Context: an optimization exercise on an open-source flow, tuned for small area, a short achievable clock period and few clock cycles. The choices shown serve that exercise and are no tape-out recipe.
Function was checked by simulation only, so behaviour that the tests miss may differ from the original.
Power is estimated from default activity; no workload was simulated.

==> inputs of v6 <==
## crc_fc_core
module crc_fc_core (
    input  wire        clk,
    input  wire        rst,           
    input  wire        host_en,
    input  wire        host_we,
    input  wire [4:0]  host_addr,     
    input  wire [31:0] host_wdata,
    output reg  [31:0] host_rdata,    
    output reg         buf_en,
    output reg  [3:0]  buf_we,        
    output reg  [13:0] buf_addr,
    output wire [31:0] buf_wdata,
    input  wire [31:0] buf_rdata,     
    output reg         irq
);
clock: 10.0 ns
lec_check: 0
cap_margin: 20
core_margin: 2
core_utilization: 40
slew_margin: 20
standard.sh (not shown) runs the stock make flow with config.mk's settings and CLKGATE_MAP_FILE= SYNTH_SCRIPT=/design/flow/synth_recipe.tcl, a recipe that flattens the netlist after the stock synthesis.
==> flow/flow/run.sh <==
#!/bin/bash
set -euo pipefail
export SETUP_SLACK_MARGIN=6.5
bash standard.sh > standard.log 2>&1
==> v26 (differences from v6) <==
==> flow/run.sh (new file) <==
#!/bin/bash
# synth_recipe.tcl (not shown) runs the flow's synth.tcl, then flattens the netlist and writes it again
# the make line also repeats each setting of config.mk as NAME=value (left out here)
make -C /OpenROAD-flow-scripts/flow DESIGN_CONFIG=/design/flow/config.mk WORK_HOME=/design/flow/orfs CLKGATE_MAP_FILE= SYNTH_SCRIPT=/design/flow/synth_recipe.tcl finish
Settings changed: SETUP_SLACK_MARGIN from default to 5.
removed: flow/flow/run.sh
removed: flow/standard.sh
==> run notes <==
status finished clean; crit path DAT between 5 and 6 ns; placed inst area slightly below 0.05 mm^2; Finished Core Util 0.467; Vias/cell 6.62; postcts setup bufs 0; Pre-Repair DR Iteration Count 11; fraction of area in multi-input gates 0.334; Final Non-Filler Cells 5590; first-pass GRT wire length 266 mm; Skew-Pair Late Insertion Delay 0.75 ns; Num CTS Buffers 100; worst path buffer plus inverter count 2
the above is filed under v26

==> run notes <==
Final Non-Filler Cells between 5000 and 6000; crit path DAT 4.20 ns; first-pass GRT wire length between 200 and 300 mm; Vias/cell 6.66; Num CTS Buffers 99; fraction of area in multi-input gates 0.334; Finished Core Util 0.489; status finished clean; worst path buffer plus inverter count 1; placed inst area just under 0.05 mm^2; postcts setup bufs 89; Pre-Repair DR Iteration Count 10; Skew-Pair Late Insertion Delay approximately 0.74 ns
the above is filed under v6

Testbench counts of v6, summed over its fixed seeds: cycles 14,693.
Testbench counts of v26, summed over its fixed seeds: cycles 14,693.


==> inputs of run K <==
Another version of the RTL of crc_fc_core (not shown whole).
clock: 10.0 ns
lec_check: 0
cap_margin: 20
core_margin: 2
core_utilization: 50
slew_margin: 20
==> flow/flow/run.sh <==
#!/bin/bash
# The standard layout (standard.sh: ORFS synthesis, floorplan, place, CTS, route, finish)
# with the design's SDC unchanged. Only layout knobs differ from the defaults:
#  - every port still gets a buffer, but a plain buf_2 instead of a delay cell;
#  - CTS clusters up to 20 sinks within 100 um per leaf buffer and inserts no dummy loads.
set -euo pipefail
export SETUP_SLACK_MARGIN=6.6
export BUFFER_PORTS_ARGS="-buffer_cell sky130_fd_sc_hd__buf_2"
export CTS_ARGS="-sink_clustering_enable -repair_clock_nets -dont_use_dummy_load -sink_clustering_size 20 -sink_clustering_max_diameter 100"
bash standard.sh > standard.log 2>&1
==> run Z (differences from run K) <==
--- a/flow/design.v
+++ b/flow/design.v
@@ -177,38 +177,35 @@
         end
         if (rst | hsel[8])  arg0 <= wdm;
         if (rst | hsel[9])  arg1 <= wdm;
         if (rst | hsel[10]) arg2 <= wdm;
         if (rst | hsel[11]) arg3 <= wdm;
         if (rst | hsel[4])  desc_count <= wdm[15:0];
         if (rst | (accept)) cmd <= wdm;
     end
-    wire [31:0] ra = 32'd1 << host_addr;
-    reg  [31:0] rmux;
-    integer r;
-    always @(*) begin
-        rmux = ({32{ra[0]}}  & cmd) |
-               ({32{ra[1]}}  & {24'd0, errcode, 1'b0, rej, done, busy}) |
-               ({32{ra[2]}}  & {31'd0, ie}) |
-               ({32{ra[3]}}  & {16'd0, crc}) |
-               ({32{ra[4]}}  & {16'd0, desc_count}) |
-               ({32{ra[8]}}  & arg0) |
-               ({32{ra[9]}}  & arg1) |
-               ({32{ra[10]}} & arg2) |
-               ({32{ra[11]}} & arg3) |
-               ({32{ra[12]}} & (r0c ? {16'd0, crc} : res0)) |
-               ({32{ra[13]}} & res1) |
-               ({32{ra[14]}} & {28'd0, res2, 1'b0}) |
-               ({32{ra[15]}} & {16'd0, res3});
-        for (r = 0; r < 16; r = r + 1)
-            rmux = rmux | ({32{ra[16 + r]}} & field[r]);
+    always @(posedge clk) begin
+        case (host_addr)
+            5'd0:  host_rdata <= cmd;
+            5'd1:  host_rdata <= {24'd0, errcode, 1'b0, rej, done, busy};
+            5'd2:  host_rdata <= {31'd0, ie};
+            5'd3:  host_rdata <= {16'd0, crc};
+            5'd4:  host_rdata <= {16'd0, desc_count};
+            5'd8:  host_rdata <= arg0;
+            5'd9:  host_rdata <= arg1;
+            5'd10: host_rdata <= arg2;
+            5'd11: host_rdata <= arg3;
+            5'd12: host_rdata <= r0c ? {16'd0, crc} : res0;
+            5'd13: host_rdata <= res1;
+            5'd14: host_rdata <= {28'd0, res2, 1'b0};
+            5'd15: host_rdata <= {16'd0, res3};
+            5'd5, 5'd6, 5'd7: host_rdata <= 32'd0;
+            default: host_rdata <= field[host_addr[3:0]];
+        endcase
     end
-    always @(posedge clk)
-        host_rdata <= rmux;
     wire r0_pack = ok & op_pack;
     wire r0_a0   = ok & ((op_ph & sub[1]) | (op_sc & sub[0]));
     wire r0_enc  = ok & op_ph & ~sub[1] & ~dec;
     wire r0_dec  = ok & op_ph & ~sub[1] & dec;
     wire r0_sc   = ok & op_sc & ~sub[0];
     wire r0_crc  = hsel[3] & r0c;
     wire [31:0] r0_val = ({32{r0_pack}} & pack_word) |
                          ({32{r0_a0}}   & arg0) |
==> flow/flow/run.sh (replaced) <==
#!/bin/bash
# The standard layout (standard.sh: ORFS synthesis, floorplan, place, CTS, route, finish)
# with the design's SDC unchanged. Only layout knobs differ from the defaults:
#  - every port still gets a buffer, but a plain buf_2 instead of a delay cell;
#  - CTS clusters up to 20 sinks within 100 um per leaf buffer and inserts no dummy loads.
set -euo pipefail
export SETUP_SLACK_MARGIN=6.5
export BUFFER_PORTS_ARGS="-buffer_cell sky130_fd_sc_hd__buf_2"
export CTS_ARGS="-sink_clustering_enable -repair_clock_nets -dont_use_dummy_load -sink_clustering_size 20 -sink_clustering_max_diameter 100"
bash standard.sh > standard.log 2>&1
==> flow/config.mk (replaced) <==
export PLATFORM = sky130hd
export DESIGN_NAME = crc_fc_core
export DESIGN_NICKNAME = crc_fc_core
export VERILOG_FILES = /design/flow/design.v
export SDC_FILE = /design/flow/constraint.sdc
export NUM_CORES = 4
export LEC_CHECK = 0
export CAP_MARGIN = 20
export CORE_MARGIN = 2
export CORE_UTILIZATION = 40
export SLEW_MARGIN = 20
==> run H (differences from run K) <==
--- a/flow/design.v
+++ b/flow/design.v
@@ -177,38 +177,35 @@
         end
         if (rst | hsel[8])  arg0 <= wdm;
         if (rst | hsel[9])  arg1 <= wdm;
         if (rst | hsel[10]) arg2 <= wdm;
         if (rst | hsel[11]) arg3 <= wdm;
         if (rst | hsel[4])  desc_count <= wdm[15:0];
         if (rst | (accept)) cmd <= wdm;
     end
-    wire [31:0] ra = 32'd1 << host_addr;
-    reg  [31:0] rmux;
-    integer r;
-    always @(*) begin
-        rmux = ({32{ra[0]}}  & cmd) |
-               ({32{ra[1]}}  & {24'd0, errcode, 1'b0, rej, done, busy}) |
-               ({32{ra[2]}}  & {31'd0, ie}) |
-               ({32{ra[3]}}  & {16'd0, crc}) |
-               ({32{ra[4]}}  & {16'd0, desc_count}) |
-               ({32{ra[8]}}  & arg0) |
-               ({32{ra[9]}}  & arg1) |
-               ({32{ra[10]}} & arg2) |
-               ({32{ra[11]}} & arg3) |
-               ({32{ra[12]}} & (r0c ? {16'd0, crc} : res0)) |
-               ({32{ra[13]}} & res1) |
-               ({32{ra[14]}} & {28'd0, res2, 1'b0}) |
-               ({32{ra[15]}} & {16'd0, res3});
-        for (r = 0; r < 16; r = r + 1)
-            rmux = rmux | ({32{ra[16 + r]}} & field[r]);
+    always @(posedge clk) begin
+        case (host_addr)
+            5'd0:  host_rdata <= cmd;
+            5'd1:  host_rdata <= {24'd0, errcode, 1'b0, rej, done, busy};
+            5'd2:  host_rdata <= {31'd0, ie};
+            5'd3:  host_rdata <= {16'd0, crc};
+            5'd4:  host_rdata <= {16'd0, desc_count};
+            5'd8:  host_rdata <= arg0;
+            5'd9:  host_rdata <= arg1;
+            5'd10: host_rdata <= arg2;
+            5'd11: host_rdata <= arg3;
+            5'd12: host_rdata <= r0c ? {16'd0, crc} : res0;
+            5'd13: host_rdata <= res1;
+            5'd14: host_rdata <= {28'd0, res2, 1'b0};
+            5'd15: host_rdata <= {16'd0, res3};
+            5'd5, 5'd6, 5'd7: host_rdata <= 32'd0;
+            default: host_rdata <= field[host_addr[3:0]];
+        endcase
     end
-    always @(posedge clk)
-        host_rdata <= rmux;
     wire r0_pack = ok & op_pack;
     wire r0_a0   = ok & ((op_ph & sub[1]) | (op_sc & sub[0]));
     wire r0_enc  = ok & op_ph & ~sub[1] & ~dec;
     wire r0_dec  = ok & op_ph & ~sub[1] & dec;
     wire r0_sc   = ok & op_sc & ~sub[0];
     wire r0_crc  = hsel[3] & r0c;
     wire [31:0] r0_val = ({32{r0_pack}} & pack_word) |
                          ({32{r0_a0}}   & arg0) |
==> flow/flow/run.sh (replaced) <==
#!/bin/bash
# The standard layout (standard.sh: ORFS synthesis, floorplan, place, CTS, route, finish)
# with the design's SDC unchanged. Only layout knobs differ from the defaults:
#  - every port still gets a buffer, but a plain buf_2 instead of a delay cell;
#  - CTS clusters up to 20 sinks within 100 um per leaf buffer and inserts no dummy loads.
set -euo pipefail
export SETUP_SLACK_MARGIN=6.7
export BUFFER_PORTS_ARGS="-buffer_cell sky130_fd_sc_hd__buf_2"
export CTS_ARGS="-sink_clustering_enable -repair_clock_nets -dont_use_dummy_load -sink_clustering_size 20 -sink_clustering_max_diameter 100"
bash standard.sh > standard.log 2>&1
==> notes <==
- The highest cell area belongs to run H, the lowest to run Z.
- The lowest first-iteration DRC count belongs to run Z, the highest to run K.
- In sequential power, run Z and run K hardly differ.
- The highest combinational power belongs to run H, the lowest to run Z.
- Between run K and run H, the lower synthesized cell count is in run H (gap 1.4%, measured against run H).
- The highest sequential share of layout area belongs to run Z, the lowest to run H.
- Global-route usage: run K > run H > run Z.
- Between run Z and run K, the lower clock skew is in run Z (gap 0.011 ns).
==> figures <==
| item | run Z | run H | run K |
|---|---|---|---|
| Result of the run | finished clean | finished clean | finished clean |
| Clock skew after layout | 0.0817 ns | 0.0723 ns | 0.0924 ns |
| Worst-case register-to-register setup slack | 6.48 ns | 6.52 ns | 6.53 ns |
| Met3 wire len | 25,400 µm | 26,000 µm | 29,800 µm |
| Timing startpoint of the critical path | host_we | crc[15]$_DFFE_PP_ | host_addr[0] |
| Post-synth cell types | 71 | 71 | 74 |
| Multi-In Gates | 2,023 | 2,025 | 2,085 |
| Clock group total power | 2220 µW | 2220 µW | 2230 µW |
| Drt first-iter violations | 5,627 | 5,684 | 6,349 |
| Ratio of layout area to synthesized area | 1.138x | 1.195x | 1.156x |
| Clock-pin transition on the worst setup and hold timing paths | 0.09 ns | 0.09 ns | 0.08 ns |
| Largest stage delay on the critical path | 0.55 ns | 0.52 ns | 0.49 ns |
| Area fraction in and, or, nand and nor cells after synthesis | 0.0886 | 0.0886 | 0.0963 |
| Endpoint of the lowest-slack register-to-register path | field[0][4]$_DFFE_PP_ | wa[4]$_DFF_P_ | crc[5]$_DFFE_PP_ |
| Area of placed instances | 0.0447 mm² | 0.0443 mm² | 0.0443 mm² |
| GRT met1 Usage | 0.406 | 0.527 | 0.566 |
| Leak pwr | 0.0169 µW | 0.0182 µW | 0.0174 µW |
Testbench counts of run K, summed over its fixed seeds: cycles 14,693.
Testbench counts of run Z, summed over its fixed seeds: cycles 14,693.
Testbench counts of run H, summed over its fixed seeds: cycles 14,693.

==> port drivers added, routing unchanged <==
Ports are ideal in the flow. The routed layouts listed here were re-timed in OpenROAD.
Step 1 assumes that a clkbuf_16 drives the clock port and a buf_2 every other input.
Step 2 moves the port delays by t, midway between the first and last clock arrival at a register: inputs arrive t later, outputs are due t later. That takes back most of the time a late clock gives input paths.
Slacks: ideal / step 1 / step 2; pairs: ideal / step 1.
| run | t, ns | setup slack, ns | hold slack, ns | worst setup path after step 2 | slew at the worst register clock pin (ns) |
|---|---|---|---|---|---|
| v6 | 0.777 | 6.364 / 6.352 / 5.575 | 0.396 / 0.396 / 0.396 | input to register | 0.07 / 0.07 |
| v26 | 0.795 | 5.170 / 5.192 / 4.397 | 0.391 / 0.391 / 0.391 | input to register | 0.07 / 0.07 |
| run K | 0.695 | 6.501 / 6.381 / 5.686 | 0.414 / 0.414 / 0.414 | input to register | 0.11 / 0.11 |
| run Z | 0.699 | 6.425 / 6.424 / 5.725 | 0.408 / 0.408 / 0.408 | input to register | 0.10 / 0.10 |
| run H | 0.726 | 6.516 / 6.516 / 5.806 | 0.427 / 0.427 / 0.427 | input to register | 0.10 / 0.10 |
After both steps every run listed still meets setup and hold. For run K, which loses most, drivers alone change the setup slack by -0.120 ns; drivers and shift together by -0.815 ns.
